Context: an optimization exercise on an open-source flow, tuned for small area, a short achievable clock period and few clock cycles per item. The choices shown serve that exercise and are no tape-out recipe. Where RTL was checked, it was by simulation tests only, not by an equivalence proof against the original. No activity file was given, so power comes from the tool's default toggle rates.

cedar:
Design envelope_generator, start of the top module:
module envelope_generator (
    input  wire        clk,
    input  wire        rst,           
    input  wire        cmd_valid,
    output wire        cmd_ready,
    input  wire [1:0]  cmd_op,        
    input  wire [4:0]  cmd_voice,     
    input  wire [3:0]  cmd_ar,        
    input  wire [3:0]  cmd_d1r,       
    input  wire [3:0]  cmd_d2r,       
    input  wire [3:0]  cmd_rr,        
    input  wire [3:0]  cmd_dl,        
    input  wire [3:0]  cmd_krs,       
    input  wire [3:0]  cmd_oct,       
    input  wire        cmd_oct_lsb,   
    output reg         rsp_valid,
    output reg  [9:0]  rsp_level,     
    output reg         rsp_stop       
);
Size in the first run: ~3200 cells after synthesis, roughly 1700 flip-flops, about 52 I/O pins, roughly 0.045 mm^2 of cells after synthesis.
export LEC_CHECK = 0
export CAP_MARGIN = 20
export CORE_MARGIN = 2
export CORE_UTILIZATION = 65
export CTS_CLUSTER_DIAMETER = 100
export CTS_CLUSTER_SIZE = 26
export SLEW_MARGIN = 20
export SYNTH_MEMORY_MAX_BITS = 65536
create_clock -name core_clock -period 15.0 [get_ports {clk}]
standard.sh (not shown) runs the stock make flow with config.mk's settings and CLKGATE_MAP_FILE= SYNTH_SCRIPT=/design/flow/synth_recipe.tcl, a recipe that flattens the netlist after the stock synthesis.
==> flow/flow/run.sh <==
#!/bin/bash
# The standard layout (the standard.sh, unchanged synthesis), except that:
#  - the buffers placed on the ports are sky130_fd_sc_hd__buf_2 cells instead of
#    the buffer the placer picks by default (a slow delay buffer);
#  - the timing repair after clock tree synthesis and global routing aims for a
#    setup slack margin of 11 ns at the design's clock period.
set -euo pipefail
export BUFFER_PORTS_ARGS="-buffer_cell sky130_fd_sc_hd__buf_2"
export SETUP_SLACK_MARGIN=11
bash standard.sh > standard_flow.log 2>&1
Testbench counts of cedar, summed over its fixed seeds: cycles 46,656, cmds 45,850.
Modified inputs, oak compared to cedar
==> flow/flow/run.sh <==
#!/bin/bash
# The standard layout (the standard.sh, unchanged synthesis), except that the
# buffers placed on the ports are sky130_fd_sc_hd__buf_2 cells instead of the
# buffer the placer picks by default (a slow delay buffer).
set -euo pipefail
export BUFFER_PORTS_ARGS="-buffer_cell sky130_fd_sc_hd__buf_2"
bash standard.sh > standard_flow.log 2>&1
[summary]
Delta(fraction of area in registers, oak - cedar) > 0. Looking at kind of critical path, the input port to flop result is from oak; the flop to primary output one comes from cedar. Summary — layout overhead on the synthesized area, oak relative to cedar: lower, by 0.48 points. Core utilization down 0.31 points in oak wrt cedar. Between oak and cedar, it is oak whose measured slew at the worst slew-check pin is higher, by 110 ps. Compared to cedar, oak has number of stages on the worst setup path 9 higher.

---

## old
envelope_generator, a different RTL version from the one above (not shown whole).
For scale: roughly 3,300 cells after synthesis, about 1,700 flip-flops, about 52 I/O pins, roughly 0.046 sq mm of cells after synthesis.
clock: 15.0 ns
lec_check: 0
cap_margin: 20
core_margin: 2
core_utilization: 60
cts_buf_list: sky130_fd_sc_hd__clkbuf_8
cts_cluster_size: 30
slew_margin: 20
synth_memory_max_bits: 65536
run.sh (not shown) runs the stock make flow with config.mk's settings and CLKGATE_MAP_FILE= SYNTH_SCRIPT=/design/flow/synth_recipe.tcl, a recipe that flattens the netlist after the stock synthesis.
Stock flow here: none of the scripts above is used.
diff inputs: old => new
--- a/flow/config.mk
+++ b/flow/config.mk
@@ -8,7 +8,5 @@
 export CAP_MARGIN = 20
 export CORE_MARGIN = 2
-export CORE_UTILIZATION = 60
-export CTS_BUF_LIST = sky130_fd_sc_hd__clkbuf_8
-export CTS_CLUSTER_SIZE = 30
+export CORE_UTILIZATION = 40
 export SLEW_MARGIN = 20
 export SYNTH_MEMORY_MAX_BITS = 65536
==> comparison <==
new vs. old: share of total power in the clock network picked up an extra 2.2 points; fraction of power consumed by combinational cells fell by 0.2 points; smallest setup slack after layout +210 ps; number of slew-limit violations in the final report was more or less identical; global routing usage summed across all routing layers went down.
Sequential share of layout area, old and new: lower on new
The run showing the greater filler cell count is new.
No run of this note included a check of the RTL's function; only the layout flow was run.

afterwards: timing with drivers on the ports:
The results above use ideal ports. As a check the final layouts listed here were re-extracted and re-timed, cells and wires unchanged.
Step 1 (the two cells are an assumption about what drives the block):
set clk [get_ports {clk}]
set_driving_cell -lib_cell sky130_fd_sc_hd__clkbuf_16 $clk
set_driving_cell -lib_cell sky130_fd_sc_hd__buf_2 [delete_from_list [all_inputs] $clk]
Step 2 moves the port delays by t, midway between the first and last clock arrival at a register: inputs arrive t later, outputs are due t later. That takes back most of the time a late clock gives input paths.
a / b / c = ideal ports / drivers / drivers and shift; a / b = the first two.
run	shift t [ns]	slack for setup (ns)	hold slack, ns	worst setup path after step 2
cedar	0.713	10.858 / 10.791 / 10.236	0.307 / 0.307 / 0.307	input to register
oak	0.714	10.763 / 10.748 / 10.091	0.314 / 0.314 / 0.314	input to register
old	0.922	9.107 / 9.107 / 9.107	0.264 / 0.264 / 0.264	register to register
new	0.808	9.317 / 9.317 / 9.317	0.307 / 0.307 / 0.307	register to register
After both steps every run listed still meets setup and hold. The setup slack of oak, which loses most, moves by -0.015 ns with the drivers and by -0.672 ns with both steps.
